From an optimization exercise on the open Yosys and OpenROAD flow, aimed at small area; shortcuts taken in it are not production practice. Where RTL was checked, it was by simulation tests only, not by an equivalence proof against the original. Only the layout flow was run in runs 3 and 4; the RTL was not checked for function there. Power figures rest on the tool's default switching activity, not on a simulated workload.

[flow/config.mk]
export PLATFORM = sky130hd
export DESIGN_NAME = mc3_engine
export DESIGN_NICKNAME = mc3_engine
export VERILOG_FILES = /design/flow/design.v
export SDC_FILE = /design/flow/constraint.sdc
export NUM_CORES = 4
export LEC_CHECK = 0
export CAP_MARGIN = 20
export CORE_MARGIN = 2
export CORE_UTILIZATION = 40
export SLEW_MARGIN = 20
[flow/design.v]
module mc3_engine (
    input  wire        clk,
    input  wire        rst,           
    input  wire        start,         
    input  wire [15:0] prog_len,      
    output wire [15:0] prog_addr,
    input  wire [7:0]  prog_rdata,
    output reg         mem_en,
    output reg         mem_we,
    output wire [24:0] mem_addr,
    output wire [23:0] mem_wdata,
    input  wire [23:0] mem_rdata,
    output wire        done,
    output wire [1:0]  fault,
    output wire [15:0] pc,
    output wire [24:0] mem_len
);
    localparam [1:0] OC_LC = 2'd0, OC_LM = 2'd1, OC_ST = 2'd2, OC_SQ = 2'd3;
    localparam [1:0] S_IDLE = 2'd0, S_F1 = 2'd1, S_TR = 2'd2, S_EX = 2'd3;
    reg [24:0] q1, q2, q3;
    reg [15:0] pc_r;
    reg [24:0] mlen_r;
    reg [1:0]  fault_r;
    reg        done_r;
    reg        f0;            
    reg [1:0]  st;
    reg [1:0]  oc;
    reg [1:0]  ph;
    reg [4:0]  cnt;
    assign mem_addr = q1;
    assign done     = done_r;
    assign fault    = fault_r;
    assign pc       = pc_r;
    assign mem_len  = mlen_r;
    reg  [3:0] f;
    wire [16:0] pa = {1'b0, pc_r} + {13'd0, f};
    wire        pa_ge = pa >= {1'b0, prog_len};
    assign prog_addr = pa[15:0];
    wire load = (st == S_EX) && (cnt[4:2] == 3'd0) && (cnt[1:0] != 2'd3);
    always @(*) begin
        f = 4'd0;
        case (st)
            S_TR: case (oc)                   
                OC_LC: f = 4'd5;
                OC_ST: f = 4'd4;
                default: f = 4'd8;
            endcase
            S_EX: begin
                if (load) begin
                    case (ph)
                        2'd0: f = ((oc == OC_SQ) ? 4'd8 : 4'd5) - {2'd0, cnt[1:0]};
                        2'd1: f = 4'd8 - {2'd0, cnt[1:0]};
                        default: f = 4'd2 - {2'd0, cnt[1:0]};
                    endcase
                end else begin                  
                    case (oc)
                        OC_LC: f = 4'd6;
                        OC_ST: f = 4'd5;
                        default: f = 4'd9;
                    endcase
                end
            end
            default: f = 4'd0;
        endcase
    end
    reg       op_ok;
    reg [1:0] op_c;
    always @(*) begin
        op_ok = 1'b1;
        op_c  = OC_LC;
        case (prog_rdata)
            8'd28: op_c = OC_LC;
            8'd24: op_c = OC_LM;
            8'd17: op_c = OC_ST;
            8'd19: op_c = OC_SQ;
            default: op_ok = 1'b0;
        endcase
    end
    reg [1:0] sq_bits;
    always @(*) begin
        case (cnt[3:0])
            4'd3:  sq_bits = mem_rdata[23:22];
            4'd4:  sq_bits = mem_rdata[21:20];
            4'd5:  sq_bits = mem_rdata[19:18];
            4'd6:  sq_bits = mem_rdata[17:16];
            4'd7:  sq_bits = mem_rdata[15:14];
            4'd8:  sq_bits = mem_rdata[13:12];
            4'd9:  sq_bits = mem_rdata[11:10];
            4'd10: sq_bits = mem_rdata[9:8];
            4'd11: sq_bits = mem_rdata[7:6];
            4'd12: sq_bits = mem_rdata[5:4];
            4'd13: sq_bits = mem_rdata[3:2];
            default: sq_bits = mem_rdata[1:0];
        endcase
    end
    wire [13:0] sq_rem_sh = {q3[23:12], sq_bits};
    wire [13:0] sq_trial  = {q3[11:0], 2'b01};
    wire [14:0] sq_diff   = {1'b0, sq_rem_sh} - {1'b0, sq_trial};
    wire        sq_ge     = ~sq_diff[14];
    wire [11:0] sq_rem_n  = sq_ge ? sq_diff[11:0] : sq_rem_sh[11:0];
    wire [24:0] sq_next   = {q3[24], sq_rem_n, q3[10:0], sq_ge};
    wire in_ex = (st == S_EX);
    wire k_end = &q1[23:0];       
    reg inc, upd, sqstep, fin, wsel_rd, wmask;
    reg [1:0] ph_n;
    reg [4:0] cnt_n;
    always @(*) begin
        mem_en  = 1'b0;
        mem_we  = 1'b0;
        inc     = 1'b0;
        upd     = 1'b0;
        sqstep  = 1'b0;
        fin     = 1'b0;
        wsel_rd = 1'b0;
        wmask   = 1'b0;
        ph_n    = (ph == 2'd2) ? 2'd0 : ph + 2'd1;
        cnt_n   = (ph == 2'd2) ? cnt + 5'd1 : cnt;
        if (in_ex && !load) begin
            case (oc)
                OC_LC: begin
                    if (cnt == 5'd3 && ph == 2'd1) begin mem_en = 1'b1; mem_we = 1'b1; end
                    if (cnt == 5'd4 && ph == 2'd0) inc = 1'b1;
                    if (cnt == 5'd4 && ph == 2'd1) begin upd = 1'b1; fin = 1'b1; end
                end
                OC_ST: begin
                    if (cnt == 5'd3 && ph == 2'd1) mem_en = 1'b1;
                    if (cnt == 5'd3 && ph == 2'd2) begin
                        mem_en = 1'b1; mem_we = 1'b1; wsel_rd = 1'b1;
                    end
                    if (cnt == 5'd4 && ph != 2'd2) inc = 1'b1;
                    if (cnt == 5'd4 && ph != 2'd0) upd = 1'b1;
                    if (cnt == 5'd4 && ph == 2'd2) fin = 1'b1;
                end
                OC_SQ: begin
                    if (cnt != 5'd15 && cnt != 5'd16) begin
                        if (ph == 2'd1) mem_en = 1'b1;
                        if (ph == 2'd2) sqstep = 1'b1;
                    end else if (cnt == 5'd15) begin
                        if (ph == 2'd0) inc = 1'b1;
                        if (ph == 2'd1) upd = 1'b1;
                        if (ph == 2'd2) begin
                            mem_en = 1'b1; mem_we = 1'b1; wmask = 1'b1;
                        end
                    end else begin
                        if (ph == 2'd1) inc = 1'b1;
                        if (ph == 2'd2) begin upd = 1'b1; fin = 1'b1; end
                    end
                end
                default: begin   
                    case (cnt)
                        5'd3: if (ph == 2'd2 && k_end) fin = 1'b1;
                        5'd4, 5'd5: begin
                            case (ph)
                                2'd0: begin
                                    mem_en = 1'b1;
                                    inc = cnt[0]; upd = cnt[0];
                                end
                                2'd1: begin
                                    mem_en = 1'b1; mem_we = 1'b1; wsel_rd = 1'b1;
                                    inc = 1'b1; upd = cnt[0];
                                end
                                default: begin
                                    inc = 1'b1;
                                    cnt_n = k_end ? 5'd6 : 5'd5;
                                end
                            endcase
                        end
                        default: begin   
                            if (ph == 2'd0) begin inc = 1'b1; upd = 1'b1; end
                            if (ph == 2'd1) begin upd = 1'b1; fin = 1'b1; end
                        end
                    endcase
                end
            endcase
        end
    end
    assign mem_wdata = wsel_rd ? mem_rdata : {q3[23:12] & {12{~wmask}}, q3[11:0]};
    wire       bmask = (ph == 2'd0 && cnt[1:0] == 2'd0) ||
                       (ph == 2'd1 && cnt[1:0] == 2'd0 && oc == OC_ST) ||
                       (ph == 2'd2 && oc == OC_SQ);
    wire       binv  = (ph == 2'd1) && (oc == OC_LM);
    wire [7:0] bval  = bmask ? 8'd0 : (prog_rdata ^ {8{binv}});
    always @(posedge clk) begin
        if (load)
            q1 <= {1'b0, q3[15:0], bval};
        else if (sqstep)
            q1 <= sq_next;
        else
            q1 <= q3 + {24'd0, inc};
        q2 <= q1;
        q3 <= q2;
    end
    always @(posedge clk) begin
        if (rst) begin
            st     <= S_IDLE;
            done_r <= 1'b0;
            f0     <= 1'b0;
        end else begin
            if (start && st == S_IDLE && !f0) begin
                pc_r    <= 16'd0;
                mlen_r  <= 25'd0;
                fault_r <= 2'd0;
                done_r  <= 1'b0;
                f0      <= 1'b1;
            end else begin
                if (upd && (q1 > mlen_r))
                    mlen_r <= q1;
                if (f0) begin
                    f0 <= 1'b0;
                    if (pa_ge) done_r <= 1'b1;
                    else       st <= S_F1;
                end else begin
                    case (st)
                        S_F1: begin
                            if (!op_ok) begin
                                fault_r <= 2'd1;
                                done_r  <= 1'b1;
                                st      <= S_IDLE;
                            end else begin
                                oc <= op_c;
                                st <= S_TR;
                            end
                        end
                        S_TR: begin
                            if (pa_ge) begin
                                fault_r <= 2'd2;
                                done_r  <= 1'b1;
                                st      <= S_IDLE;
                            end else begin
                                st  <= S_EX;
                                ph  <= 2'd0;
                                cnt <= 5'd0;
                            end
                        end
                        S_EX: begin
                            ph  <= ph_n;
                            cnt <= cnt_n;
                            if (fin) begin
                                pc_r <= pa[15:0];
                                st   <= S_IDLE;
                                f0   <= 1'b1;
                            end
                        end
                        default: ;
                    endcase
                end
            end
        end
    end
endmodule
[flow/run.sh]
#!/bin/bash
# synth_recipe.tcl (not shown) runs the flow's synth.tcl, then flattens the netlist and writes it again
# the make line also repeats each setting of config.mk as NAME=value (left out here)
make -C /OpenROAD-flow-scripts/flow DESIGN_CONFIG=/design/flow/config.mk WORK_HOME=/design/flow/orfs CLKGATE_MAP_FILE= SYNTH_SCRIPT=/design/flow/synth_recipe.tcl finish
[flow/constraint.sdc]
create_clock -name core_clock -period 8.0 [get_ports {clk}]
set_input_delay 1.6000 -clock core_clock [delete_from_list [all_inputs] [get_ports {clk}]]
set_output_delay 1.6000 -clock core_clock [all_outputs]
set_load 0.01 [all_outputs]
==> results of run 1 <==
placed cells by master, fill, tap and decap left out, types with 17 or more instances in the layout:
cell                              synthesis  routed
sky130_fd_sc_hd__nor2b_1                 34      34
sky130_fd_sc_hd__clkbuf_16                0      18
sky130_fd_sc_hd__o21a_1                  18      18
sky130_fd_sc_hd__nor2_1                  47      45
sky130_fd_sc_hd__a21oi_1                 44      44
sky130_fd_sc_hd__nand3_1                 32      32
sky130_fd_sc_hd__xor2_1                  21      21
sky130_fd_sc_hd__edfxtp_1                52      52
sky130_fd_sc_hd__nand2_1                 66      66
sky130_fd_sc_hd__dfxtp_1                 79      79
sky130_fd_sc_hd__o211ai_1                17      17
sky130_fd_sc_hd__ha_1                    75      75
sky130_fd_sc_hd__inv_1                   82      82
sky130_fd_sc_hd__clkdlybuf4s50_1          0     161
sky130_fd_sc_hd__o21ai_0                 58      58
sky130_fd_sc_hd__xnor2_1                 27      27
power groups by stage:
stage               logic (mW)  clock network (mW)  registers, mW
global route             0.162               0.846          0.717
detailed placement       0.148                   0          0.730
floorplan               0.0650                   0          0.733
CTS                      0.150               0.816          0.716
global placement         0.149                   0          0.730
finish                   0.148               0.801          0.716
worst max-delay path by stage:
stage	cells after the start	to
5_1_grt	17	prog_addr[12]
2_1_floorplan	24	cnt[0]
3_5_place_dp	17	prog_addr[12]
4_1_cts	17	prog_addr[12]
3_3_place_gp	17	prog_addr[12]
6_report	17	prog_addr[12]
registers in the layout, summed over array words and instances, names as in the netlist:
| register | flops |
|---|---|
| pc_r | 16 |
| oc | 2 |
| ph | 2 |
| q1 | 25 |
| q2 | 25 |
| q3 | 25 |
| cnt | 5 |
| done_r | 1 |
| fault_r | 2 |
| st | 2 |
| mlen_r | 25 |
| f0 | 1 |
layer usage:
| metal | global-route usage | vias to the layer above |
|---|---|---|
| li1 | - | 3512 |
| met1 | 0.3190 | 3352 |
| met2 | 0.3228 | 255 |
| met3 | 0.05404 | 18 |
| met4 | 0.05000 | 0 |
| met5 | 0 | - |
cells by family after synthesis:
logic type / count (synthesis) / synth area share
AOI/OAI and AO/OA: 234 / 0.1949
muxes: 9 / 0.01121
DFF: 131 / 0.3858
buffers and inverters: 117 / 0.06067
adders and majority gates: 76 / 0.1176
and+or+nand+nor: 271 / 0.1782
xor gates and xnor gates: 48 / 0.05161
metrics by stage:
step	hold slack [ps]	power, mW	worst slack [ps]	area, µm²	util
4_1_cts	322.8	1.681	914.4	10610	0.5277
6_report	324.1	1.664	931.5	10610	0.5279
3_5_place_dp	312.1	0.8780	1391	9996	0.4972
5_1_grt	329.7	1.725	572.8	10610	0.5279
2_1_floorplan	309.6	0.7983	2471	8147	-
3_3_place_gp	310.0	0.8792	1521	9996	0.4972
area by class of cell:
type / instances / area (µm²)
clock buffers: 18 / 450.4
clock inverters: 14 / 162.7
fillers: 1867 / 9490
inverters: 82 / 307.8
multi-input cells: 638 / 4533
flip-flops and latches: 131 / 3143
well taps: 270 / 337.8
repair buffers: 170 / 1679
==> out/qor_table.md, run 1 <==
| Result | This run | Unit |
| --- | --- | --- |
| GP Congestion | 0.8738 | - |
| Aggregate global-route resource usage | 0.2175 | - |
| Standby leakage power | 4.289 | nW |
| Layout-stage area growth over the synthesis result | 30.29 | % |
| Iteration-0 DRC Markers | 519 | - |
| Power share of the sequential group | 0.430 | - |
| Required time of the critical path | 6400 | ps |
| Largest delay share family, worst path | simple AND/OR/NAND/NOR gates | - |
| Cell at the root of the clock tree | sky130_fd_sc_hd__clkbuf_16 | - |
| Share of total power consumed by net switching | 0.2366 | - |
| Core Area | 20100 | µm² |
| DP Wirelength | 17780 | µm |
| Commonest cells in the netlist | sky130_fd_sc_hd__inv_1, sky130_fd_sc_hd__dfxtp_1, sky130_fd_sc_hd__ha_1, sky130_fd_sc_hd__nand2_1, sky130_fd_sc_hd__o21ai_0 | - |
| Clock tree from TritonCTS | done | - |
| Die boundary width | 146.7 | µm |
| Setup Buffers After CTS | 0 | - |
| Data arrival time of the worst path | 5470 | ps |
| Final global-route overflow total | 0 | - |
| Num Clock Sinks | 131 | - |
| Count of final hold-check violations | 0 | - |
| Worst clock skew | 12.26 | ps |
| Largest area contributor in the synthesized netlist | sky130_fd_sc_hd__dfxtp_1 | - |
| Top-area cell type share of the netlist area | 0.1941 | - |
| Mean instance size in the synthesized netlist | 9.195 | µm² |
| Detail-routed via count per cell | 5.395 | - |
| Total of warnings raised by yosys | 1 | - |
| Switching power | 393.8 | µW |
| Dominant synthesized flop cell | sky130_fd_sc_hd__dfxtp_1 | - |
| Slew HR | 0.4221 | - |
| Synthesized flop and latch total | 131 | - |
| Input/output buffers | 161 | - |
| Final std cells w/o fill | 1323 | - |
| Hold path start | q2[6] | - |
| Setup repair after global routing missed its margin | false | - |
| Worst r2r path cells | 24 | - |
| Worst hold path class | reg -> reg | - |
| Pin count of the biggest net entering global routing | 37 | - |
| Hold path endpoint | q3[6] | - |
| N_diodes | 0 | - |
| Wire length after detailed routing | 23360 | µm |
| Post-CTS resize count | 0 | - |
| DRC | 0 | - |
| Register clock-pin slew on the reported worst setup and hold paths | 60 | ps |
| Critical Path Max Stage Delay | 580 | ps |
| Leading cell type by number of instances after synthesis | sky130_fd_sc_hd__inv_1 | - |
| Largest cells by area after synthesis | sky130_fd_sc_hd__dfxtp_1, sky130_fd_sc_hd__edfxtp_1, sky130_fd_sc_hd__ha_1 | - |
| Crit-path cells | ha_1, or3_4, or3_1, buf_4, a21oi_1, o21ai_0, a21oi_1, nor2_1, a31o_2, ha_1, nor2b_1, o21ai_1, nand2b_1, nor3b_1, and3_1, xor2_1, clkdlybuf4s50_1 | - |
| Hold path depth | 0 | - |
| Post-Syn Nets | 1013 | - |
| Met1 wire length | 11510 | µm |
| Max FO, Critical Path | 32 | - |
| Detailed route wirelength on metal3 | 1653 | µm |
| Netlist area before placement | 8147 | µm² |
| Startpoint-to-endpoint class of the critical path | reg -> out | - |
| Count of distinct cell types in the synthesized netlist | 79 | - |
| Startpoint of the worst-slack reg-to-reg timing path | cnt[0] | - |
| Worst ir drop on vdd | 0.1422 | mV |
| Number of buffers added by the clock tree synthesis step | 17 | - |
| Average routed wire per standard cell | 17.66 | µm |
| Internal portion of total power | 1.271 | mW |
| Cell count after synthesis | 886 | - |
| Min cycle time layout | 7068 | ps |
| Antenna-violating nets left | 0 | - |
| Sort of element at the end of the critical path | output port | - |
| Global-route wire length before repair | 36760 | µm |
| Initial antenna violation count | 0 | - |
| Via count of the first global-routing pass | 6708 | - |
| Crit path max-delay cell type | sky130_fd_sc_hd__clkdlybuf4s50_1 | - |
| Total met2 wirelength after detailed routing | 9967 | µm |
| Fraction of final layout cells sized beyond drive strength 1 | 0.06363 | - |
| Source-to-sink clock delay at the later pin of the worst-skew pair | 420 | ps |
| Max-capacitance violation count | 0 | - |
| Final setup violation count | 0 | - |
| Die area | 21520 | µm² |
| Clk pwr share | 0.481 | - |
| Critical R2R Capture | cnt[1] | - |
| H-tree lvl count | 4 | - |
| Count of buffering cells on the critical path with inverters included | 2 | - |
| Setup TNS | 0 | ps |
| Sequential fraction of the synthesis area | 0.3858 | - |
| Outcome | timing/DRC/antenna clean | - |
| Launching instance or port of the critical path | cnt[0] | - |
| Length of the first detailed-routing pass in iterations | 5 | - |
| Worst-Margin Slew | 858.9 | ps |
| I/O pin total | 162 | - |
| Cell count after placement | 1291 | - |
| Effective utilization at floorplan | 0.4052 | - |
| Routed via count | 7137 | - |
| Highest metal layer with signal wires | met4 | - |
| Worst R2R Setup Slack | 1450 | ps |
| Top achievable clock speed | 141.5 | MHz |
| Post-synth EDFFs | 52 | - |
| Share of async-settable or async-resettable flops after synthesis | 0 | - |
| Comb power frac | 0.089 | - |
| Placement row count | 52 | - |
| Max Root-Sink Buffers | 2 | - |
| Die Span Y | 146.7 | µm |
| Pwr/cell area | 156.8 | nW/µm² |
| Post-CTS Hold Buffers | 0 | - |
| Number of nets in the finished design | 1167 | - |
| Element type at the critical path start | flip-flop | - |
| Max Transition Viols Final | 0 | - |
| Tcrit/Tclk final | 0.8836 | - |
==> inputs of run 2 (changes only) <==
--- a/flow/config.mk
+++ b/flow/config.mk
@@ -7,5 +7,7 @@
 export LEC_CHECK = 0
 export CAP_MARGIN = 20
 export CORE_MARGIN = 2
-export CORE_UTILIZATION = 40
+export CORE_UTILIZATION = 85
+export CTS_BUF_LIST = sky130_fd_sc_hd__clkbuf_2 sky130_fd_sc_hd__clkbuf_4
+export PLACE_DENSITY = 0.9
 export SLEW_MARGIN = 20
==> out/qor_table.md, run 2 <==
| Result | This run | Unit |
| --- | --- | --- |
| Count of distinct cell types in the synthesized netlist | 79 | - |
| Mean instance size in the synthesized netlist | 9.195 | µm² |
| Leading cell type by number of instances after synthesis | sky130_fd_sc_hd__inv_1 | - |
| Placement row count | 35 | - |
| Dominant synthesized flop cell | sky130_fd_sc_hd__dfxtp_1 | - |
| Total of warnings raised by yosys | 1 | - |
| Die boundary width | 101.9 | µm |
| Commonest cells in the netlist | sky130_fd_sc_hd__inv_1, sky130_fd_sc_hd__dfxtp_1, sky130_fd_sc_hd__ha_1, sky130_fd_sc_hd__nand2_1, sky130_fd_sc_hd__o21ai_0 | - |
| Netlist area before placement | 8147 | µm² |
| Die Span Y | 101.9 | µm |
| Effective utilization at floorplan | 0.8775 | - |
| Top-area cell type share of the netlist area | 0.1941 | - |
| Synthesized flop and latch total | 131 | - |
| Largest cells by area after synthesis | sky130_fd_sc_hd__dfxtp_1, sky130_fd_sc_hd__edfxtp_1, sky130_fd_sc_hd__ha_1 | - |
| Largest area contributor in the synthesized netlist | sky130_fd_sc_hd__dfxtp_1 | - |
| Input/output buffers | 161 | - |
| I/O pin total | 162 | - |
| Share of async-settable or async-resettable flops after synthesis | 0 | - |
| Error that stopped the run | [ERROR GPL-0301] Utilization 113.516 % exceeds 100%. | - |
| Cell count after synthesis | 886 | - |
| Post-synth EDFFs | 52 | - |
| Post-Syn Nets | 1013 | - |
| Outcome | aborted with a tool error | - |
| Sequential fraction of the synthesis area | 0.3858 | - |
| Exit stage | 3_3_place_gp | - |
run 2: cell counts after synthesis:
Identical to the previous run, type by type.
run 2: cells by family after synthesis:
family,share of synthesized area
flip-flops,0.3858
buffers and inverters,0.06067
AND/OR/NAND/NOR,0.1782
adder cells (fa/ha/maj),0.1176
AO/OA/AOI/OAI,0.1949
XOR/XNOR,0.05161
multiplexers,0.01121
==> inputs of run 3 (changes only) <==
--- a/flow/design.v
+++ b/flow/design.v
@@ -33,8 +33,27 @@
     assign pc       = pc_r;
     assign mem_len  = mlen_r;
     reg  [3:0] f;
-    wire [16:0] pa = {1'b0, pc_r} + {13'd0, f};
-    wire        pa_ge = pa >= {1'b0, prog_len};
+    reg  [16:0] pa;
+    reg         pa_ge;
+    reg         pa_c;
+    integer     i;
+    always @(*) begin
+        pa_c = 1'b0;
+        for (i = 0; i < 16; i = i + 1) begin
+            if (i < 4) begin
+                pa[i] = pc_r[i] ^ f[i] ^ pa_c;
+                pa_c  = (pc_r[i] & f[i]) | (pa_c & (pc_r[i] ^ f[i]));
+            end else begin
+                pa[i] = pc_r[i] ^ pa_c;
+                pa_c  = pc_r[i] & pa_c;
+            end
+        end
+        pa[16] = pa_c;
+        pa_ge = 1'b1;
+        for (i = 0; i < 16; i = i + 1)
+            pa_ge = prog_len[i] ? (pa[i] & pa_ge) : (pa[i] | pa_ge);
+        pa_ge = pa_ge | pa[16];
+    end
     assign prog_addr = pa[15:0];
     wire load = (st == S_EX) && (cnt[4:2] == 3'd0) && (cnt[1:0] != 2'd3);
     always @(*) begin
@@ -95,8 +114,16 @@
     end
     wire [13:0] sq_rem_sh = {q3[23:12], sq_bits};
     wire [13:0] sq_trial  = {q3[11:0], 2'b01};
-    wire [14:0] sq_diff   = {1'b0, sq_rem_sh} - {1'b0, sq_trial};
-    wire        sq_ge     = ~sq_diff[14];
+    reg  [13:0] sq_diff;
+    reg         sq_ge;
+    integer     j;
+    always @(*) begin
+        sq_ge = 1'b1;
+        for (j = 0; j < 14; j = j + 1) begin
+            sq_diff[j] = sq_rem_sh[j] ^ ~sq_trial[j] ^ sq_ge;
+            sq_ge      = (sq_rem_sh[j] & ~sq_trial[j]) | (sq_ge & (sq_rem_sh[j] ^ ~sq_trial[j]));
+        end
+    end
     wire [11:0] sq_rem_n  = sq_ge ? sq_diff[11:0] : sq_rem_sh[11:0];
     wire [24:0] sq_next   = {q3[24], sq_rem_n, q3[10:0], sq_ge};
     wire in_ex = (st == S_EX);
@@ -180,13 +207,27 @@
                        (ph == 2'd2 && oc == OC_SQ);
     wire       binv  = (ph == 2'd1) && (oc == OC_LM);
     wire [7:0] bval  = bmask ? 8'd0 : (prog_rdata ^ {8{binv}});
+    reg [24:0] q_inc;
+    reg        q_c;
+    reg        m_gt;
+    integer    k;
+    always @(*) begin
+        q_c = inc;
+        for (k = 0; k < 25; k = k + 1) begin
+            q_inc[k] = q3[k] ^ q_c;
+            q_c      = q3[k] & q_c;
+        end
+        m_gt = 1'b0;
+        for (k = 0; k < 25; k = k + 1)
+            m_gt = mlen_r[k] ? (q1[k] & m_gt) : (q1[k] | m_gt);
+    end
     always @(posedge clk) begin
         if (load)
             q1 <= {1'b0, q3[15:0], bval};
         else if (sqstep)
             q1 <= sq_next;
         else
-            q1 <= q3 + {24'd0, inc};
+            q1 <= q_inc;
         q2 <= q1;
         q3 <= q2;
     end
@@ -203,7 +244,7 @@
                 done_r  <= 1'b0;
                 f0      <= 1'b1;
             end else begin
-                if (upd && (q1 > mlen_r))
+                if (upd && m_gt)
                     mlen_r <= q1;
                 if (f0) begin
                     f0 <= 1'b0;
--- a/flow/config.mk
+++ b/flow/config.mk
@@ -7,7 +7,6 @@
 export LEC_CHECK = 0
 export CAP_MARGIN = 20
 export CORE_MARGIN = 2
-export CORE_UTILIZATION = 85
-export CTS_BUF_LIST = sky130_fd_sc_hd__clkbuf_2 sky130_fd_sc_hd__clkbuf_4
-export PLACE_DENSITY = 0.9
+export CORE_UTILIZATION = 40
+export CTS_BUF_LIST = sky130_fd_sc_hd__clkbuf_8
 export SLEW_MARGIN = 20
==> out/qor_table.md, run 3 <==
| Result | This run | Unit |
| --- | --- | --- |
| Combined flip-flop and latch cell area | 3143 | µm² |
| Number of buffers added by the clock tree synthesis step | 17 | - |
| Post-route core utilization | 0.5348 | - |
| Sort of element at the end of the critical path | output port | - |
| Element type at the critical path start | flip-flop | - |
| Number of fill cells | 1593 | - |
| Post-placement cell area | 9168 | µm² |
| Largest area contributor in the synthesized netlist | sky130_fd_sc_hd__dfxtp_1 | - |
| Post-CTS Hold Buffers | 0 | - |
| Final global-route overflow total | 0 | - |
| Smallest hold slack | 325.6 | ps |
| Wire length after detailed routing | 22100 | µm |
| Internal portion of total power | 1.083 | mW |
| Startpoint-to-endpoint class of the critical path | reg -> out | - |
| Cell count after placement | 1105 | - |
| DP Wirelength | 16750 | µm |
| Post-Syn Nets | 856 | - |
| Total of warnings raised by yosys | 1 | - |
| Multiplexer share of the synthesized area | 0.02122 | - |
| Setup TNS | 0 | ps |
| Global-route wire length before repair | 35090 | µm |
| Setup repair after global routing missed its margin | false | - |
| Count of distinct cell types in the synthesized netlist | 75 | - |
| Adder-cell share of the synthesized area | 0.1461 | - |
| Simple logic cell fraction of the synthesized area | 0.1542 | - |
| Post-synth EDFFs | 52 | - |
| Synthesized flop and latch total | 131 | - |
| GP Congestion | 0.8792 | - |
| End point of the critical path | prog_addr[15] | - |
| Required time of the critical path | 6400 | ps |
| Worst hold path class | reg -> reg | - |
| N_diodes | 0 | - |
| Die area | 19380 | µm² |
| Share of async-settable or async-resettable flops after synthesis | 0 | - |
| Max-capacitance violation count | 0 | - |
| Power share of the sequential group | 0.494 | - |
| Average routed wire per standard cell | 19.40 | µm |
| Max Root-Sink Buffers | 2 | - |
| Max Transition Viols Final | 0 | - |
| Critical R2R Capture | q1[23] | - |
| Num Clock Sinks | 131 | - |
| Netlist area before placement | 7312 | µm² |
| Routed via count | 6194 | - |
| Cell at the root of the clock tree | sky130_fd_sc_hd__clkbuf_8 | - |
| Pwr/cell area | 152.9 | nW/µm² |
| Detail-routed via count per cell | 5.438 | - |
| Fraction of final layout cells sized beyond drive strength 1 | 0.08791 | - |
| Commonest cells in the netlist | sky130_fd_sc_hd__dfxtp_1, sky130_fd_sc_hd__inv_1, sky130_fd_sc_hd__nor2_1, sky130_fd_sc_hd__ha_1, sky130_fd_sc_hd__edfxtp_1 | - |
| Mean instance size in the synthesized netlist | 9.921 | µm² |
| I/O pin total | 162 | - |
| Layout-stage area growth over the synthesis result | 31.38 | % |
| Fraction of the mapped netlist area in compound gates | 0.1749 | - |
| Pin count of the biggest net entering global routing | 36 | - |
| Input/output buffers | 161 | - |
| Worst-Margin Slew | 945.9 | ps |
| Via count of the first global-routing pass | 6222 | - |
| Core Area | 17960 | µm² |
| Most frequent cells in the layout | sky130_fd_sc_hd__clkdlybuf4s50_1, sky130_fd_sc_hd__dfxtp_1, sky130_fd_sc_hd__inv_1 | - |
| Source-to-sink clock delay at the later pin of the worst-skew pair | 450 | ps |
| Placement row count | 49 | - |
| Startpoint of the worst-slack reg-to-reg timing path | cnt[0] | - |
| Xor-xnor portion of the synthesized cell area | 0.01677 | - |
| Aggregate global-route resource usage | 0.2303 | - |
| Standby leakage power | 3.739 | nW |
| Effective utilization at floorplan | 0.4070 | - |
| Length of the first detailed-routing pass in iterations | 4 | - |
| H-tree lvl count | 4 | - |
| Largest cells by area after synthesis | sky130_fd_sc_hd__dfxtp_1, sky130_fd_sc_hd__edfxtp_1, sky130_fd_sc_hd__ha_1 | - |
| Count of final hold-check violations | 0 | - |
| Antenna-violating nets left | 0 | - |
| Worst R2R Setup Slack | 770 | ps |
| Initial antenna violation count | 0 | - |
| Top-area cell type share of the netlist area | 0.2163 | - |
| Final design instance area without fill | 9607 | µm² |
| Die boundary width | 139.2 | µm |
| Switching power | 386.0 | µW |
| Min cycle time layout | 7647 | ps |
| Sequential fraction of the synthesis area | 0.4298 | - |
| Crit path max-delay cell type | sky130_fd_sc_hd__clkdlybuf4s50_1 | - |
| Comb power frac | 0.119 | - |
| Outcome | timing/DRC/antenna clean | - |
| Top achievable clock speed | 130.8 | MHz |
| Most numerous cell on the critical path | sky130_fd_sc_hd__ha_1 | - |
| Iteration-0 DRC Markers | 520 | - |
| DRC | 0 | - |
| Cell count after synthesis | 737 | - |
| Combinational family with the most area after synthesis | compound AO/OA/AOI/OAI gates | - |
| Leading cell type by number of instances after synthesis | sky130_fd_sc_hd__dfxtp_1 | - |
| Data arrival time of the worst path | 6050 | ps |
| Clk pwr share | 0.387 | - |
| Area of the multi-input gates | 3801 | µm² |
| Worst ir drop on vdd | 0.1294 | mV |
| Critical Path Max Stage Delay | 510 | ps |
| Share of total power consumed by net switching | 0.2628 | - |
| Most frequent standard cell in the layout excluding fill and tap cells | sky130_fd_sc_hd__clkdlybuf4s50_1 | - |
| Clock tree from TritonCTS | done | - |
| Tcrit/Tclk final | 0.9559 | - |
| Worst r2r path cells | 34 | - |
| Final std cells w/o fill | 1139 | - |
| Worst clock skew | 17.30 | ps |
| Die Span Y | 139.2 | µm |
| Slew HR | 0.3676 | - |
| Final setup violation count | 0 | - |
| Launching instance or port of the critical path | ph[0] | - |
| Dominant synthesized flop cell | sky130_fd_sc_hd__dfxtp_1 | - |
| Number of nets in the finished design | 1016 | - |
| Max FO, Critical Path | 8 | - |
| Register clock-pin slew on the reported worst setup and hold paths | 90 | ps |
-- run 3: cell types whose count changed after synthesis, moves of 18 or more --
cell and delta:
sky130_fd_sc_hd__and2_1 +18, sky130_fd_sc_hd__ha_1 -20, sky130_fd_sc_hd__nor2_1 +20, sky130_fd_sc_hd__nor2b_1 -21, sky130_fd_sc_hd__o21ai_0 -37, sky130_fd_sc_hd__xnor2_1 -24
-- run 3: power groups by stage --
stage	registers, mW	clock network [mW]	logic, mW
floorplan	0.743	0	0.0747
global placement	0.740	0	0.173
detailed placement	0.741	0	0.176
CTS	0.726	0.581	0.177
global route	0.728	0.606	0.191
finish	0.725	0.568	0.175
-- run 3: kinds of logic after synthesis --
logic type	Yosys count
AO/OA/AOI/OAI	176
XOR/XNOR	14
flip-flops	131
buffers and inverters	102
adder cells (fa/ha/maj)	80
multiplexers	14
AND/OR/NAND/NOR	220
-- run 3: what timing repair did --
item | in CTS | in global routing
setup endpoints to repair | 1 | 2
buffers inserted | 0 | 2
gates resized for setup | 1 | 5
-- run 3: worst min path at each step --
stage / start / cells past startpoint / endpoint / slack [ps]
after detailed placement: q2[12] / 0 / q3[12] / 310
after CTS: q2[16] / 0 / q3[16] / 330
after floorplan: q2[0] / 0 / q3[0] / 310
after global placement: q2[18] / 0 / q3[18] / 310
final: q2[10] / 0 / q3[10] / 330
after global routing: q2[20] / 0 / q3[20] / 330
-- run 3: critical path: cells and delay by family (launching register included) --
| family | cells | cell delay, ps |
|---|---|---|
| compound gates | 4 | 500 |
| fa+ha+maj | 18 | 3750 |
| buf+inv | 4 | 700 |
| flops | 1 | 460 |
| simple gates | 2 | 180 |
-- run 3: layer usage --
layer	wire length [µm]	vias to the layer above	GRT usage	part of all wire
met1	10610	3009	0.3229	0.48
met2	10040	194	0.3661	0.45
li1	-	2969	-	-
met4	298	0	0.05529	0.013
met5	0	-	0	0
met3	1151	22	0.04834	0.052
-- run 3: through the flow --
stage	power, mW	setup WS (ps)
2_1_floorplan	0.8182	914.4
3_3_place_gp	0.9133	293.1
3_5_place_dp	0.9166	188.7
4_1_cts	1.484	113.3
5_1_grt	1.525	9.085
6_report	1.469	353.0
-- run 3: cell type report --
cell class | count | share of cell area
Clock buffer | 17 | 0.02436
Inverter | 68 | 0.02657
Multi-Input combinational cell | 504 | 0.3957
Timing Repair Buffer | 175 | 0.1800
Sequential cell | 131 | 0.3272
Clock inverter | 15 | 0.01641
Tap cell | 229 | 0.02983
==> inputs of run 4 (changes only) <==
==> flow/flow/run.sh (new file) <==
#!/bin/bash
set -euo pipefail
bash standard.sh "BUFFER_PORTS_ARGS=-buffer_cell sky130_fd_sc_hd__buf_1" finish > flow_standard.log 2>&1
==> flow/standard.sh (new file) <==
#!/bin/bash
# synth_recipe.tcl (not shown) runs the flow's synth.tcl, then flattens the netlist and writes it again
# the make line also repeats each setting of config.mk as NAME=value (left out here)
make -C /OpenROAD-flow-scripts/flow DESIGN_CONFIG=/design/flow/config.mk WORK_HOME=/design/flow/orfs CLKGATE_MAP_FILE= SYNTH_SCRIPT=/design/flow/synth_recipe.tcl "${@:-finish}"
removed: flow/run.sh
==> out/qor_table.md, run 4 <==
| Result | This run | Unit |
| --- | --- | --- |
| Outcome | timing/DRC/antenna clean | - |
| Required time of the critical path | 6400 | ps |
| Setup TNS | 0 | ps |
| Input/output buffers | 161 | - |
| Number of nets in the finished design | 1013 | - |
| Most frequent cells in the layout | sky130_fd_sc_hd__buf_1, sky130_fd_sc_hd__dfxtp_1, sky130_fd_sc_hd__inv_1 | - |
| Antenna-violating nets left | 0 | - |
| Most frequent standard cell in the layout excluding fill and tap cells | sky130_fd_sc_hd__buf_1 | - |
| Worst R2R Setup Slack | 860 | ps |
| Max Transition Viols Final | 0 | - |
| Die Span Y | 139.2 | µm |
| Total of warnings raised by yosys | 1 | - |
| I/O pin total | 162 | - |
| Dominant synthesized flop cell | sky130_fd_sc_hd__dfxtp_1 | - |
| Post-synth EDFFs | 52 | - |
| Post-placement cell area | 8137 | µm² |
| Max-capacitance violation count | 0 | - |
| Placement row count | 49 | - |
| Top achievable clock speed | 135.0 | MHz |
| Sequential fraction of the synthesis area | 0.4298 | - |
| Post-Syn Nets | 856 | - |
| Tcrit/Tclk final | 0.9260 | - |
| Crit path max-delay cell type | sky130_fd_sc_hd__edfxtp_1 | - |
| Tot Pwr | 1.421 | mW |
| Clock tree from TritonCTS | done | - |
| DP Wirelength | 15170 | µm |
| Post-route core utilization | 0.4748 | - |
| Element type at the critical path start | flip-flop | - |
| Pwr/cell area | 166.6 | nW/µm² |
| Slew HR | 0.4380 | - |
| Netlist area before placement | 7312 | µm² |
| Routed via count | 6027 | - |
| Hold path endpoint | q3[2] | - |
| Cell count after placement | 1104 | - |
| Layout-stage area growth over the synthesis result | 16.65 | % |
| Critical Path Max Stage Delay | 430 | ps |
| Count of final hold-check violations | 0 | - |
| Source-to-sink clock delay at the later pin of the worst-skew pair | 450 | ps |
| Max FO, Critical Path | 8 | - |
| Number of buffers added by the clock tree synthesis step | 17 | - |
| Die area | 19380 | µm² |
| Hold path start | q2[2] | - |
| Setup repair after global routing missed its margin | false | - |
| Final design instance area without fill | 8529 | µm² |
| Initial antenna violation count | 0 | - |
| Average routed wire per standard cell | 17.57 | µm |
| Final std cells w/o fill | 1136 | - |
| Count of distinct cell types in the synthesized netlist | 75 | - |
| Critical R2R Capture | q1[23] | - |
| Worst r2r path cells | 34 | - |
| Die boundary width | 139.2 | µm |
| Leading cell type by number of instances after synthesis | sky130_fd_sc_hd__dfxtp_1 | - |
| Sort of element at the end of the critical path | output port | - |
| Aggregate global-route resource usage | 0.2072 | - |
| Mean instance size in the synthesized netlist | 9.921 | µm² |
| Hold path depth | 0 | - |
| Worst hold path class | reg -> reg | - |
| Num Clock Sinks | 131 | - |
| DRC | 0 | - |
| Startpoint of the worst-slack reg-to-reg timing path | cnt[0] | - |
| Smallest hold slack | 326.4 | ps |
| Via count of the first global-routing pass | 5772 | - |
| Worst-Margin Slew | 843.1 | ps |
| Commonest cells in the netlist | sky130_fd_sc_hd__dfxtp_1, sky130_fd_sc_hd__inv_1, sky130_fd_sc_hd__nor2_1, sky130_fd_sc_hd__ha_1, sky130_fd_sc_hd__edfxtp_1 | - |
| Max Root-Sink Buffers | 2 | - |
| Global-route wire length before repair | 31820 | µm |
| Standby leakage power | 3.296 | nW |
| Final setup violation count | 0 | - |
| Detail-routed via count per cell | 5.305 | - |
| Largest area contributor in the synthesized netlist | sky130_fd_sc_hd__dfxtp_1 | - |
| Share of async-settable or async-resettable flops after synthesis | 0 | - |
| N_diodes | 0 | - |
| Wire length after detailed routing | 19960 | µm |
| GP Congestion | 0.9003 | - |
| H-tree lvl count | 4 | - |
| Core Area | 17960 | µm² |
| Length of the first detailed-routing pass in iterations | 8 | - |
| Cell at the root of the clock tree | sky130_fd_sc_hd__clkbuf_8 | - |
| Largest cells by area after synthesis | sky130_fd_sc_hd__dfxtp_1, sky130_fd_sc_hd__edfxtp_1, sky130_fd_sc_hd__ha_1 | - |
| Setup slack after placement | 665.8 | ps |
| Fraction of final layout cells sized beyond drive strength 1 | 0.08490 | - |
| Setup Buffers After CTS | 0 | - |
| Cell count after synthesis | 737 | - |
| Synthesized flop and latch total | 131 | - |
| Startpoint-to-endpoint class of the critical path | reg -> out | - |
| Pin count of the biggest net entering global routing | 36 | - |
| Register clock-pin slew on the reported worst setup and hold paths | 80 | ps |
| Top-area cell type share of the netlist area | 0.2163 | - |
| Iteration-0 DRC Markers | 395 | - |
| Effective utilization at floorplan | 0.4070 | - |
| Worst clock skew | 14.85 | ps |
| Data arrival time of the worst path | 5810 | ps |
| Worst ir drop on vdd | 0.1034 | mV |
| Final global-route overflow total | 0 | - |
| Most numerous cell on the critical path | sky130_fd_sc_hd__ha_1 | - |
| Min cycle time layout | 7408 | ps |
| Final worst slack | 591.7 | ps |
==> run 4: changes by cell type in the layout (fill, tap and decap cells not counted), sizes merged <==
cell / before / now
buf: 14 / 172
bufinv: 2 / 1
clkdlybuf4s50: 161 / 0
clkinv: 5 / 1
inv: 75 / 80
==> run 4: cells by family (layout without fill, tap and decap cells) <==
group	count (synthesis)	count (layout)	synth area share
buf+inv	102	272	0.05698
xor+xnor	14	14	0.01677
compound gates	176	176	0.1749
fa+ha+maj	80	80	0.1461
flops	131	131	0.4298
mux	14	14	0.02122
simple gates	220	220	0.1542
==> run 4: what timing repair did <==
action	CTS	global route
setup endpoints to repair	0	1
hold endpoints to repair	0	0
hold buffers	0	0
resized for setup	0	1
==> run 4: layout make-up <==
cell class                 count  area (µm²)
timing repair buffer         172       686.9
inverter                      68       255.2
clock inverter                15       156.4
sequential                   131        3143
fill                        1740        9434
multi-input combinational    504        3767
tap                          229       286.5
clock buffer                  17       234.0
==> run 4: how the worst max path moves through the flow <==
| stage | startpoint | to | slack (ps) | cells after the start |
|---|---|---|---|---|
| global route | ph[0] | prog_addr[15] | 110 | 28 |
| floorplan | mem_rdata[6] | q1[20] | 910 | 22 |
| global placement | mem_rdata[6] | q1[23] | 750 | 24 |
| finish | ph[0] | prog_addr[15] | 590 | 28 |
| detailed placement | mem_rdata[6] | q1[23] | 670 | 24 |
| CTS | cnt[0] | prog_addr[15] | 400 | 25 |
==> run 4: metal layers <==
layer,track usage,vias up,part of all wire
met3,0.04972,18,0.068
met2,0.3207,221,0.44
met5,0,-,0
met4,0.05263,0,0.013
met1,0.2924,2803,0.48
li1,-,2985,-
==> run 4: critical path, delay by kind of cell, from the launching register on <==
| family | cells | cell delay (ps) |
|---|---|---|
| and+or+nand+nor | 2 | 170 |
| AOI/OAI and AO/OA | 4 | 550 |
| adders and majority gates | 18 | 3850 |
| DFF | 1 | 430 |
| buffers and inverters | 4 | 350 |
==> run 4: power breakdown <==
group | internal (mW) | switching (mW) | leakage (nW) | total, mW
Sequential | 0.711 | 0.0142 | 1.15 | 0.725
Combinational | 0.0504 | 0.0816 | 1.95 | 0.132
Clock | 0.260 | 0.303 | 0.201 | 0.563
==> inputs of run 5 (changes only) <==
--- a/flow/design.v
+++ b/flow/design.v
@@ -55,6 +55,7 @@
         pa_ge = pa_ge | pa[16];
     end
     assign prog_addr = pa[15:0];
+    wire mclr = f0 && (cnt[1:0] == 2'd2) && (ph == 2'd1);    
     wire load = (st == S_EX) && (cnt[4:2] == 3'd0) && (cnt[1:0] != 2'd3);
     always @(*) begin
         f = 4'd0;
@@ -202,7 +203,7 @@
         end
     end
     assign mem_wdata = wsel_rd ? mem_rdata : {q3[23:12] & {12{~wmask}}, q3[11:0]};
-    wire       bmask = (ph == 2'd0 && cnt[1:0] == 2'd0) ||
+    wire       bmask = f0 || (ph == 2'd0 && cnt[1:0] == 2'd0) ||
                        (ph == 2'd1 && cnt[1:0] == 2'd0 && oc == OC_ST) ||
                        (ph == 2'd2 && oc == OC_SQ);
     wire       binv  = (ph == 2'd1) && (oc == OC_LM);
@@ -222,7 +223,7 @@
             m_gt = mlen_r[k] ? (q1[k] & m_gt) : (q1[k] | m_gt);
     end
     always @(posedge clk) begin
-        if (load)
+        if (load || f0)
             q1 <= {1'b0, q3[15:0], bval};
         else if (sqstep)
             q1 <= sq_next;
@@ -239,17 +240,22 @@
         end else begin
             if (start && st == S_IDLE && !f0) begin
                 pc_r    <= 16'd0;
-                mlen_r  <= 25'd0;
+                ph      <= 2'd0;
+                cnt     <= 5'd0;
                 fault_r <= 2'd0;
                 done_r  <= 1'b0;
                 f0      <= 1'b1;
             end else begin
-                if (upd && m_gt)
+                if ((upd && m_gt) || mclr)
                     mlen_r <= q1;
                 if (f0) begin
-                    f0 <= 1'b0;
-                    if (pa_ge) done_r <= 1'b1;
-                    else       st <= S_F1;
+                    ph  <= ph_n;
+                    cnt <= cnt_n;
+                    if (mclr) begin
+                        f0 <= 1'b0;
+                        if (pa_ge) done_r <= 1'b1;
+                        else       st <= S_F1;
+                    end
                 end else begin
                     case (st)
                         S_F1: begin
@@ -278,8 +284,11 @@
                             cnt <= cnt_n;
                             if (fin) begin
                                 pc_r <= pa[15:0];
-                                st   <= S_IDLE;
-                                f0   <= 1'b1;
+                                if (pa_ge) begin
+                                    done_r <= 1'b1;
+                                    st     <= S_IDLE;
+                                end else
+                                    st <= S_F1;
                             end
                         end
                         default: ;
==> flow/run.sh (new file) <==
#!/bin/bash
# synth_recipe.tcl (not shown) runs the flow's synth.tcl, then flattens the netlist and writes it again
# the make line also repeats each setting of config.mk as NAME=value (left out here)
make -C /OpenROAD-flow-scripts/flow DESIGN_CONFIG=/design/flow/config.mk WORK_HOME=/design/flow/orfs CLKGATE_MAP_FILE= SYNTH_SCRIPT=/design/flow/synth_recipe.tcl finish
--- a/flow/config.mk
+++ b/flow/config.mk
@@ -9,4 +9,6 @@
 export CORE_MARGIN = 2
 export CORE_UTILIZATION = 40
 export CTS_BUF_LIST = sky130_fd_sc_hd__clkbuf_8
+export CTS_CLUSTER_DIAMETER = 100
+export CTS_CLUSTER_SIZE = 24
 export SLEW_MARGIN = 20
removed: flow/flow/run.sh
removed: flow/standard.sh
==> out/qor_table.md, run 5 <==
| Result | This run | Unit |
| --- | --- | --- |
| Initial antenna violation count | 1 | - |
| Count of final hold-check violations | 0 | - |
| Mean instance size in the synthesized netlist | 9.868 | µm² |
| Final design instance area without fill | 9493 | µm² |
| Effective utilization at floorplan | 0.4054 | - |
| Iteration-0 DRC Markers | 432 | - |
| Largest cells by area after synthesis | sky130_fd_sc_hd__dfxtp_1, sky130_fd_sc_hd__edfxtp_1, sky130_fd_sc_hd__ha_1 | - |
| Tcrit/Tclk final | 0.9543 | - |
| Cell at the root of the clock tree | sky130_fd_sc_hd__clkbuf_8 | - |
| Sequential fraction of the synthesis area | 0.4345 | - |
| Layout-stage area growth over the synthesis result | 31.24 | % |
| Combined flip-flop and latch cell area | 3143 | µm² |
| Wire length after detailed routing | 21850 | µm |
| Largest area contributor in the synthesized netlist | sky130_fd_sc_hd__dfxtp_1 | - |
| Die area | 19170 | µm² |
| Data arrival time of the worst path | 6030 | ps |
| Max-capacitance violation count | 0 | - |
| Length of the first detailed-routing pass in iterations | 5 | - |
| Global-route wire length before repair | 34850 | µm |
| Max Transition Viols Final | 0 | - |
| Register clock-pin slew on the reported worst setup and hold paths | 80 | ps |
| Most frequent standard cell in the layout excluding fill and tap cells | sky130_fd_sc_hd__clkdlybuf4s50_1 | - |
| I/O pin total | 162 | - |
| Most frequent cells in the layout | sky130_fd_sc_hd__clkdlybuf4s50_1, sky130_fd_sc_hd__dfxtp_1, sky130_fd_sc_hd__nor2_1 | - |
| Count of distinct cell types in the synthesized netlist | 69 | - |
| Leading cell type by number of instances after synthesis | sky130_fd_sc_hd__dfxtp_1 | - |
| Worst hold path class | reg -> reg | - |
| Number of buffers added by the clock tree synthesis step | 17 | - |
| DRC | 0 | - |
| Core Area | 17840 | µm² |
| Final std cells w/o fill | 1136 | - |
| Post-CTS Hold Buffers | 0 | - |
| Top-area cell type share of the netlist area | 0.2186 | - |
| Max FO, Critical Path | 16 | - |
| DP Wirelength | 16680 | µm |
| Worst-Margin Slew | 947.3 | ps |
| Detail-routed via count per cell | 5.474 | - |
| Total of warnings raised by yosys | 1 | - |
| Worst ir drop on vdd | 0.1077 | mV |
| Element type at the critical path start | flip-flop | - |
| Aggregate global-route resource usage | 0.2307 | - |
| Input/output buffers | 161 | - |
| Slew HR | 0.3662 | - |
| Num Clock Sinks | 131 | - |
| Area of the multi-input gates | 3775 | µm² |
| Cell count after synthesis | 733 | - |
| Worst clock skew | 15.50 | ps |
| Pin count of the biggest net entering global routing | 35 | - |
| Startpoint-to-endpoint class of the critical path | reg -> out | - |
| Sort of element at the end of the critical path | output port | - |
| Cell count after placement | 1102 | - |
| Post-Syn Nets | 850 | - |
| Placement row count | 49 | - |
| Post-synth EDFFs | 52 | - |
| Number of nets in the finished design | 1010 | - |
| Top achievable clock speed | 131.0 | MHz |
| Fraction of final layout cells sized beyond drive strength 1 | 0.07174 | - |
| Post-placement cell area | 9105 | µm² |
| Number of fill cells | 1568 | - |
| Source-to-sink clock delay at the later pin of the worst-skew pair | 460 | ps |
| Average routed wire per standard cell | 19.23 | µm |
| Clock tree from TritonCTS | done | - |
| Pwr/cell area | 167.3 | nW/µm² |
| Required time of the critical path | 6400 | ps |
| Outcome | timing/DRC/antenna clean | - |
| Routed via count | 6218 | - |
| Setup Buffers After CTS | 0 | - |
| Setup TNS | 0 | ps |
| Die Span Y | 138.5 | µm |
| Final global-route overflow total | 0 | - |
| Dominant synthesized flop cell | sky130_fd_sc_hd__dfxtp_1 | - |
| Max Root-Sink Buffers | 2 | - |
| GP Congestion | 0.9939 | - |
| Antenna-violating nets left | 0 | - |
| Share of async-settable or async-resettable flops after synthesis | 0 | - |
| Synthesized flop and latch total | 131 | - |
| Standby leakage power | 3.763 | nW |
| Via count of the first global-routing pass | 6292 | - |
| Setup repair after global routing missed its margin | false | - |
| Netlist area before placement | 7233 | µm² |
| Commonest cells in the netlist | sky130_fd_sc_hd__dfxtp_1, sky130_fd_sc_hd__nor2_1, sky130_fd_sc_hd__inv_1, sky130_fd_sc_hd__ha_1, sky130_fd_sc_hd__edfxtp_1 | - |
| Die boundary width | 138.5 | µm |
| Min cycle time layout | 7634 | ps |
| H-tree lvl count | 4 | - |
| Final setup violation count | 0 | - |
## run 5: changes by cell type after synthesis, sizes merged, moves of 8 or more
cell	previous run	this run
a211oi	23	13
a21oi	35	45
and2	22	3
buf	13	3
inv	68	58
mux2i	2	11
nand2b	10	18
nand3	16	6
nor2b	14	25
## run 5: cells by family after synthesis
kind of cell | after synthesis | share of synthesized area
DFF | 131 | 0.4345
xor gates and xnor gates | 14 | 0.01695
and+or+nand+nor | 215 | 0.1495
adders and majority gates | 76 | 0.1415
muxes | 21 | 0.03235
buffers and inverters | 89 | 0.04653
AOI/OAI and AO/OA | 187 | 0.1787
## run 5: timing repair
item                       4_1_cts  5_1_grt
hold endpoints to repair         0        0
setup endpoints to repair        0        1
gates resized for setup          0        1
## run 5: final timing paths
path | start | endpoint | slack (ps) | cells after the start
worst max-delay path | cnt[2] | prog_addr[15] | 370 | 24
worst min-delay path | q2[18] | q3[18] | 320 | 0
worst max register to register | cnt[1] | q1[18] | 880 | 24
worst min register to register | q2[18] | q3[18] | 320 | 0
## run 5: worst max-delay path, stage by stage, from the launching register on
cell                              delay [ps]
sky130_fd_sc_hd__edfxtp_1                640
sky130_fd_sc_hd__nor3_1                  370
sky130_fd_sc_hd__nand3b_1                340
sky130_fd_sc_hd__o21ai_0                 220
sky130_fd_sc_hd__o21ai_0                 140
sky130_fd_sc_hd__a22o_1                  200
sky130_fd_sc_hd__ha_1                    180
sky130_fd_sc_hd__inv_1                    70
sky130_fd_sc_hd__fa_1                    170
sky130_fd_sc_hd__fa_1                    180
sky130_fd_sc_hd__fa_1                    170
sky130_fd_sc_hd__inv_1                    40
sky130_fd_sc_hd__ha_1                    180
sky130_fd_sc_hd__ha_1                    190
sky130_fd_sc_hd__ha_1                    190
sky130_fd_sc_hd__ha_1                    190
sky130_fd_sc_hd__ha_1                    190
sky130_fd_sc_hd__ha_1                    180
sky130_fd_sc_hd__ha_1                    190
sky130_fd_sc_hd__ha_1                    180
sky130_fd_sc_hd__ha_1                    180
sky130_fd_sc_hd__ha_1                    180
sky130_fd_sc_hd__ha_1                    180
sky130_fd_sc_hd__ha_1                    290
sky130_fd_sc_hd__clkdlybuf4s50_1         570
## run 5: final cells by class
class                      count  area share
antenna                        1   0.0002636
clock inverter                15     0.01397
sequential                   131      0.3311
multi-input combinational    513      0.3977
inverter                      58     0.02293
timing repair buffer         172      0.1793
tap                          229     0.03018
clock buffer                  17     0.02465
## run 5: per-stage QoR
| step | total power [mW] | setup WS (ps) | utilization | hold slack, ps |
|---|---|---|---|---|
| floorplan | 0.9257 | 939.5 | - | 309.6 |
| global placement | 1.067 | 289.3 | 0.5103 | 309.7 |
| detailed placement | 1.071 | 112.0 | 0.5103 | 312.1 |
| CTS | 1.600 | 229.2 | 0.5309 | 321.2 |
| global route | 1.666 | 9.341 | 0.5319 | 319.9 |
| finish | 1.589 | 365.6 | 0.5321 | 322.0 |
## run 5: layer usage
layer	part of all wire	wire length [µm]	vias to the layer above	global-route usage
li1	-	-	2980	-
met1	0.47	10300	3012	0.3123
met2	0.45	9876	202	0.3643
met3	0.056	1231	24	0.05542
met4	0.020	441	0	0.07787
met5	0	0	-	0
## run 5: report_power, final
group,internal [mW],leakage (nW),switching [mW]
clock,0.248,0.182,0.282
combinational,0.141,2.44,0.140
sequential,0.732,1.14,0.0455
total,1.12,3.76,0.467
==> inputs of run 6 (changes only) <==
==> flow/flow/run.sh (new file) <==
#!/bin/bash
set -euo pipefail
bash standard.sh "BUFFER_PORTS_ARGS=-buffer_cell sky130_fd_sc_hd__buf_1" finish > flow_standard.log 2>&1
==> flow/standard.sh (new file) <==
#!/bin/bash
# synth_recipe.tcl (not shown) runs the flow's synth.tcl, then flattens the netlist and writes it again
# the make line also repeats each setting of config.mk as NAME=value (left out here)
make -C /OpenROAD-flow-scripts/flow DESIGN_CONFIG=/design/flow/config.mk WORK_HOME=/design/flow/orfs CLKGATE_MAP_FILE= SYNTH_SCRIPT=/design/flow/synth_recipe.tcl "${@:-finish}"
--- a/flow/config.mk
+++ b/flow/config.mk
@@ -9,6 +9,4 @@
 export CORE_MARGIN = 2
 export CORE_UTILIZATION = 40
 export CTS_BUF_LIST = sky130_fd_sc_hd__clkbuf_8
-export CTS_CLUSTER_DIAMETER = 100
-export CTS_CLUSTER_SIZE = 24
 export SLEW_MARGIN = 20
removed: flow/run.sh
==> out/qor_table.md, run 6 <==
| Result | This run | Unit |
| --- | --- | --- |
| Most frequent standard cell in the layout excluding fill and tap cells | sky130_fd_sc_hd__buf_1 | - |
| Sequential fraction of the synthesis area | 0.4345 | - |
| Source-to-sink clock delay at the later pin of the worst-skew pair | 460 | ps |
| I/O pin total | 162 | - |
| Largest cells by area after synthesis | sky130_fd_sc_hd__dfxtp_1, sky130_fd_sc_hd__edfxtp_1, sky130_fd_sc_hd__ha_1 | - |
| Placement row count | 49 | - |
| Post-CTS resize count | 0 | - |
| Count of distinct cell types in the synthesized netlist | 69 | - |
| Detail-routed via count per cell | 5.414 | - |
| H-tree lvl count | 4 | - |
| Number of fill cells | 1756 | - |
| Input/output buffers | 161 | - |
| Register clock-pin slew on the reported worst setup and hold paths | 100 | ps |
| Antenna-violating nets left | 0 | - |
| Tot Pwr | 1.561 | mW |
| Final setup violation count | 0 | - |
| Post-synth EDFFs | 52 | - |
| Num Clock Sinks | 131 | - |
| Slew HR | 0.3219 | - |
| Mean instance size in the synthesized netlist | 9.868 | µm² |
| N_diodes | 0 | - |
| Via count of the first global-routing pass | 5889 | - |
| Core Area | 17840 | µm² |
| Post-CTS Hold Buffers | 0 | - |
| Worst hold path class | reg -> reg | - |
| Number of buffers added by the clock tree synthesis step | 17 | - |
| Tcrit/Tclk final | 0.9305 | - |
| Setup repair after global routing missed its margin | false | - |
| Cell at the root of the clock tree | sky130_fd_sc_hd__clkbuf_8 | - |
| Number of nets in the finished design | 1007 | - |
| Setup Buffers After CTS | 0 | - |
| Synthesized flop and latch total | 131 | - |
| Most frequent cells in the layout | sky130_fd_sc_hd__buf_1, sky130_fd_sc_hd__dfxtp_1, sky130_fd_sc_hd__nor2_1 | - |
| Effective utilization at floorplan | 0.4054 | - |
| Final worst slack | 556.3 | ps |
| Sort of element at the end of the critical path | output port | - |
| Smallest hold slack | 312.7 | ps |
| Top-area cell type share of the netlist area | 0.2186 | - |
| Count of final hold-check violations | 0 | - |
| Startpoint-to-endpoint class of the critical path | reg -> out | - |
| Setup TNS | 0 | ps |
| Clock tree from TritonCTS | done | - |
| Required time of the critical path | 6400 | ps |
| DRC | 0 | - |
| Final global-route overflow total | 0 | - |
| Worst ir drop on vdd | 0.1019 | mV |
| GP Congestion | 0.9110 | - |
| Max Root-Sink Buffers | 2 | - |
| Wire length after detailed routing | 19910 | µm |
| Leading cell type by number of instances after synthesis | sky130_fd_sc_hd__dfxtp_1 | - |
| Standby leakage power | 3.339 | nW |
| Fraction of final layout cells sized beyond drive strength 1 | 0.07087 | - |
| Max-capacitance violation count | 0 | - |
| Post-Syn Nets | 850 | - |
| Length of the first detailed-routing pass in iterations | 5 | - |
| Area of the multi-input gates | 3771 | µm² |
| Share of async-settable or async-resettable flops after synthesis | 0 | - |
| Largest area contributor in the synthesized netlist | sky130_fd_sc_hd__dfxtp_1 | - |
| Outcome | timing/DRC/antenna clean | - |
| Die Span Y | 138.5 | µm |
| Netlist area before placement | 7233 | µm² |
| Die area | 19170 | µm² |
| Aggregate global-route resource usage | 0.2087 | - |
| Setup slack after placement | 537.2 | ps |
| DP Wirelength | 15140 | µm |
| Element type at the critical path start | flip-flop | - |
| Commonest cells in the netlist | sky130_fd_sc_hd__dfxtp_1, sky130_fd_sc_hd__nor2_1, sky130_fd_sc_hd__inv_1, sky130_fd_sc_hd__ha_1, sky130_fd_sc_hd__edfxtp_1 | - |
| Average routed wire per standard cell | 17.59 | µm |
| Combined flip-flop and latch cell area | 3143 | µm² |
| Worst clock skew | 17.33 | ps |
| Min cycle time layout | 7444 | ps |
| Die boundary width | 138.5 | µm |
| Post-route core utilization | 0.4751 | - |
| Initial antenna violation count | 0 | - |
| Global-route wire length before repair | 31470 | µm |
| Max FO, Critical Path | 14 | - |
| Worst-Margin Slew | 1015 | ps |
| Routed via count | 6129 | - |
| Pwr/cell area | 184.1 | nW/µm² |
| Top achievable clock speed | 134.3 | MHz |
| Data arrival time of the worst path | 5840 | ps |
| Layout-stage area growth over the synthesis result | 17.18 | % |
| Pin count of the biggest net entering global routing | 35 | - |
| Iteration-0 DRC Markers | 488 | - |
| Max Transition Viols Final | 0 | - |
| Cell count after synthesis | 733 | - |
| Total of warnings raised by yosys | 1 | - |
| Dominant synthesized flop cell | sky130_fd_sc_hd__dfxtp_1 | - |
[run 6: cell families (layout without fill, tap and decap cells)]
| group | Yosys count | after routing | synth area share |
|---|---|---|---|
| AND/OR/NAND/NOR | 215 | 215 | 0.1495 |
| AO/OA/AOI/OAI | 187 | 187 | 0.1787 |
| flip-flops | 131 | 131 | 0.4345 |
| buffers and inverters | 89 | 259 | 0.04653 |
| adder cells (fa/ha/maj) | 76 | 76 | 0.1415 |
| multiplexers | 21 | 21 | 0.03235 |
| XOR/XNOR | 14 | 14 | 0.01695 |
[run 6: cell type report]
class                           count  area share
Inverter                           58     0.02569
Multi-Input combinational cell    513      0.4449
Clock buffer                       17     0.02761
Sequential cell                   131      0.3708
Timing Repair Buffer              169     0.07839
Tap cell                          229     0.03381
Clock inverter                     15     0.01875
[run 6: per-layer routing]
metal | GRT usage | vias to the layer above | share of wire
met5 | 0 | - | 0
met3 | 0.05542 | 33 | 0.067
met4 | 0.07841 | 0 | 0.025
met2 | 0.3088 | 209 | 0.43
met1 | 0.2933 | 2913 | 0.48
li1 | - | 2974 | -
[run 6: critical path: stages, from the launching register on]
cell	delay, ps
sky130_fd_sc_hd__edfxtp_1	590
sky130_fd_sc_hd__ha_1	550
sky130_fd_sc_hd__nand3b_1	400
sky130_fd_sc_hd__o21ai_0	190
sky130_fd_sc_hd__o21ai_0	120
sky130_fd_sc_hd__a22o_1	160
sky130_fd_sc_hd__ha_1	130
sky130_fd_sc_hd__inv_1	40
sky130_fd_sc_hd__fa_1	380
sky130_fd_sc_hd__fa_1	390
sky130_fd_sc_hd__fa_1	370
sky130_fd_sc_hd__inv_1	70
sky130_fd_sc_hd__ha_1	150
sky130_fd_sc_hd__ha_1	150
sky130_fd_sc_hd__ha_1	150
sky130_fd_sc_hd__ha_1	150
sky130_fd_sc_hd__ha_1	160
sky130_fd_sc_hd__ha_1	150
sky130_fd_sc_hd__ha_1	150
sky130_fd_sc_hd__ha_1	140
sky130_fd_sc_hd__ha_1	140
sky130_fd_sc_hd__ha_1	140
sky130_fd_sc_hd__ha_1	140
sky130_fd_sc_hd__ha_1	240
sky130_fd_sc_hd__buf_1	140
[run 6: stage by stage]
stage	instance area [µm²]	std cells
6_report	8476	1132
5_1_grt	8476	1132
4_1_cts	8476	1132
3_5_place_dp	8083	1100
3_3_place_gp	8083	1100
2_1_floorplan	7233	733
[run 6: path summary, 6_finish.rpt]
kind / slack (ps) / depth (start not counted) / start / end
max: 560 / 24 / cnt[0] / prog_addr[15]
min: 310 / 0 / q2[21] / q3[21]
max reg2reg: 820 / 29 / cnt[0] / ph[1]
min reg2reg: 310 / 0 / q2[21] / q3[21]
[run 6: where the power goes]
part	internal, mW	switching (mW)	total, mW	leakage [nW]
clock network	0.235	0.324	0.560	0.195
registers	0.732	0.0447	0.776	1.14
logic	0.0912	0.134	0.225	2.01
==> inputs of run 7 (changes only) <==
--- a/flow/config.mk
+++ b/flow/config.mk
@@ -5,8 +5,8 @@
 export SDC_FILE = /design/flow/constraint.sdc
 export NUM_CORES = 4
 export LEC_CHECK = 0
-export CAP_MARGIN = 20
+export CAP_MARGIN = 0
 export CORE_MARGIN = 2
 export CORE_UTILIZATION = 40
 export CTS_BUF_LIST = sky130_fd_sc_hd__clkbuf_8
-export SLEW_MARGIN = 20
+export SLEW_MARGIN = 0
==> out/qor_table.md, run 7 <==
| Result | This run | Unit |
| --- | --- | --- |
| Outcome | timing/DRC/antenna clean | - |
| Startpoint-to-endpoint class of the critical path | reg -> out | - |
| Total of warnings raised by yosys | 1 | - |
| Netlist area before placement | 7233 | µm² |
| Top-area cell type share of the netlist area | 0.2186 | - |
| Worst hold path class | reg -> reg | - |
| Post-route core utilization | 0.4751 | - |
| Switching power | 502.5 | µW |
| Via count of the first global-routing pass | 5889 | - |
| Final global-route overflow total | 0 | - |
| Comb power frac | 0.144 | - |
| Slew HR | 0.3219 | - |
| Number of nets in the finished design | 1007 | - |
| Die area | 19170 | µm² |
| Element type at the critical path start | flip-flop | - |
| Final design instance area without fill | 8476 | µm² |
| Final setup violation count | 0 | - |
| Sequential fraction of the synthesis area | 0.4345 | - |
| Worst-Margin Slew | 1015 | ps |
| Aggregate global-route resource usage | 0.2087 | - |
| Register clock-pin slew on the reported worst setup and hold paths | 100 | ps |
| Max Transition Viols Final | 0 | - |
| Initial antenna violation count | 0 | - |
| Die Span Y | 138.5 | µm |
| Most numerous cell on the critical path | sky130_fd_sc_hd__ha_1 | - |
| Die boundary width | 138.5 | µm |
| Share of total power consumed by net switching | 0.3220 | - |
| Post-CTS resize count | 0 | - |
| Setup repair after global routing missed its margin | false | - |
| Worst clock skew | 17.33 | ps |
| Standby leakage power | 3.339 | nW |
| Synthesized flop and latch total | 131 | - |
| Antenna-violating nets left | 0 | - |
| Average routed wire per standard cell | 17.59 | µm |
| Layout-stage area growth over the synthesis result | 17.18 | % |
| Clk pwr share | 0.359 | - |
| Iteration-0 DRC Markers | 488 | - |
| Length of the first detailed-routing pass in iterations | 5 | - |
| Crit path max-delay cell type | sky130_fd_sc_hd__edfxtp_1 | - |
| Placement row count | 49 | - |
| Max FO, Critical Path | 14 | - |
| Core Area | 17840 | µm² |
| Most frequent cells in the layout | sky130_fd_sc_hd__buf_1, sky130_fd_sc_hd__dfxtp_1, sky130_fd_sc_hd__nor2_1 | - |
| Final std cells w/o fill | 1132 | - |
| Commonest cells in the netlist | sky130_fd_sc_hd__dfxtp_1, sky130_fd_sc_hd__nor2_1, sky130_fd_sc_hd__inv_1, sky130_fd_sc_hd__ha_1, sky130_fd_sc_hd__edfxtp_1 | - |
| Tot Pwr | 1.561 | mW |
| Count of distinct cell types in the synthesized netlist | 69 | - |
| Crit-path cells | ha_1, nand3b_1, o21ai_0, o21ai_0, a22o_1, ha_1, inv_1, fa_1, fa_1, fa_1, inv_1, ha_1, ha_1, ha_1, ha_1, ha_1, ha_1, ha_1, ha_1, ha_1, ha_1, ha_1, ha_1, buf_1 | - |
| Worst ir drop on vdd | 0.1019 | mV |
run 7: cell counts after synthesis:
No cell type changed its count.
run 7: metal layers:
metal  global-route usage  wire (µm)  up-vias
li1                     -          -     2974
met1               0.2933       9463     2913
met2               0.3088       8607      209
met3              0.05542       1330       33
met4              0.07841        506        0
met5                    0          0        -
run 7: power groups by stage:
| stage | clock network, mW | registers (mW) | logic, mW |
|---|---|---|---|
| CTS | 0.574 | 0.776 | 0.225 |
| global placement | 0 | 0.791 | 0.221 |
| finish | 0.560 | 0.776 | 0.225 |
| global route | 0.605 | 0.781 | 0.252 |
| detailed placement | 0 | 0.791 | 0.223 |
| floorplan | 0 | 0.777 | 0.149 |
run 7: cells by family (layout without fill, tap and decap cells):
| logic type | Yosys count | count (layout) | synth area share |
|---|---|---|---|
| XOR/XNOR | 14 | 14 | 0.01695 |
| AO/OA/AOI/OAI | 187 | 187 | 0.1787 |
| multiplexers | 21 | 21 | 0.03235 |
| AND/OR/NAND/NOR | 215 | 215 | 0.1495 |
| buffers and inverters | 89 | 259 | 0.04653 |
| flip-flops | 131 | 131 | 0.4345 |
| adder cells (fa/ha/maj) | 76 | 76 | 0.1415 |
run 7: metrics by stage:
step,hold WS [ps],worst slack [ps]
6_report,312.7,556.3
5_1_grt,323.8,111.1
4_1_cts,324.7,482.3
3_5_place_dp,312.1,537.2
3_3_place_gp,310.3,694.7
2_1_floorplan,309.6,939.5
run 7: layout make-up:
cell class | count | area [µm²]
clock buffer | 17 | 234.0
clock inverter | 15 | 158.9
fill | 1756 | 9365
inverter | 58 | 217.7
multi-input combinational | 513 | 3771
sequential | 131 | 3143
tap | 229 | 286.5
timing repair buffer | 169 | 664.4
run 7: final timing paths:
check | start | endpoint | slack [ps] | cells after the start
setup / recovery | cnt[0] | prog_addr[15] | 560 | 24
hold / removal | q2[21] | q3[21] | 310 | 0
setup reg to reg | cnt[0] | ph[1] | 820 | 29
hold reg to reg | q2[21] | q3[21] | 310 | 0
run 7: critical path, delay by kind of cell, from the launching register on:
family,cells,cell delay (ps)
simple gates,1,400
compound gates,3,470
fa+ha+maj,17,3680
flops,1,590
buf+inv,3,250

[port drivers added, routing unchanged]
No port has a modelled driver above. Below, the same layouts with a new extraction and two added sets of constraints.
Step 1: set_driving_cell puts a clkbuf_16 on clk and a buf_2 on each other input, an assumption about the parent block.
Step 2 times the ports against the registers' clock, not the clock port: input delays grow and output delays shrink by t, the midpoint of the rising clock arrivals with the driver on.
Three values: ideal, step 1, step 2; two values: the first two.
run	t (ns)	setup WS [ns]
run 1	0.458	0.932 / 0.887 / 1.345
run 3	0.479	0.353 / 0.313 / 0.106
run 4	0.478	0.592 / 0.554 / 0.658
run 5	0.490	0.366 / 0.327 / 0.102
run 6	0.489	0.556 / 0.520 / 0.554
run 7	0.489	0.556 / 0.520 / 0.554
After both steps every run listed still meets setup and hold.
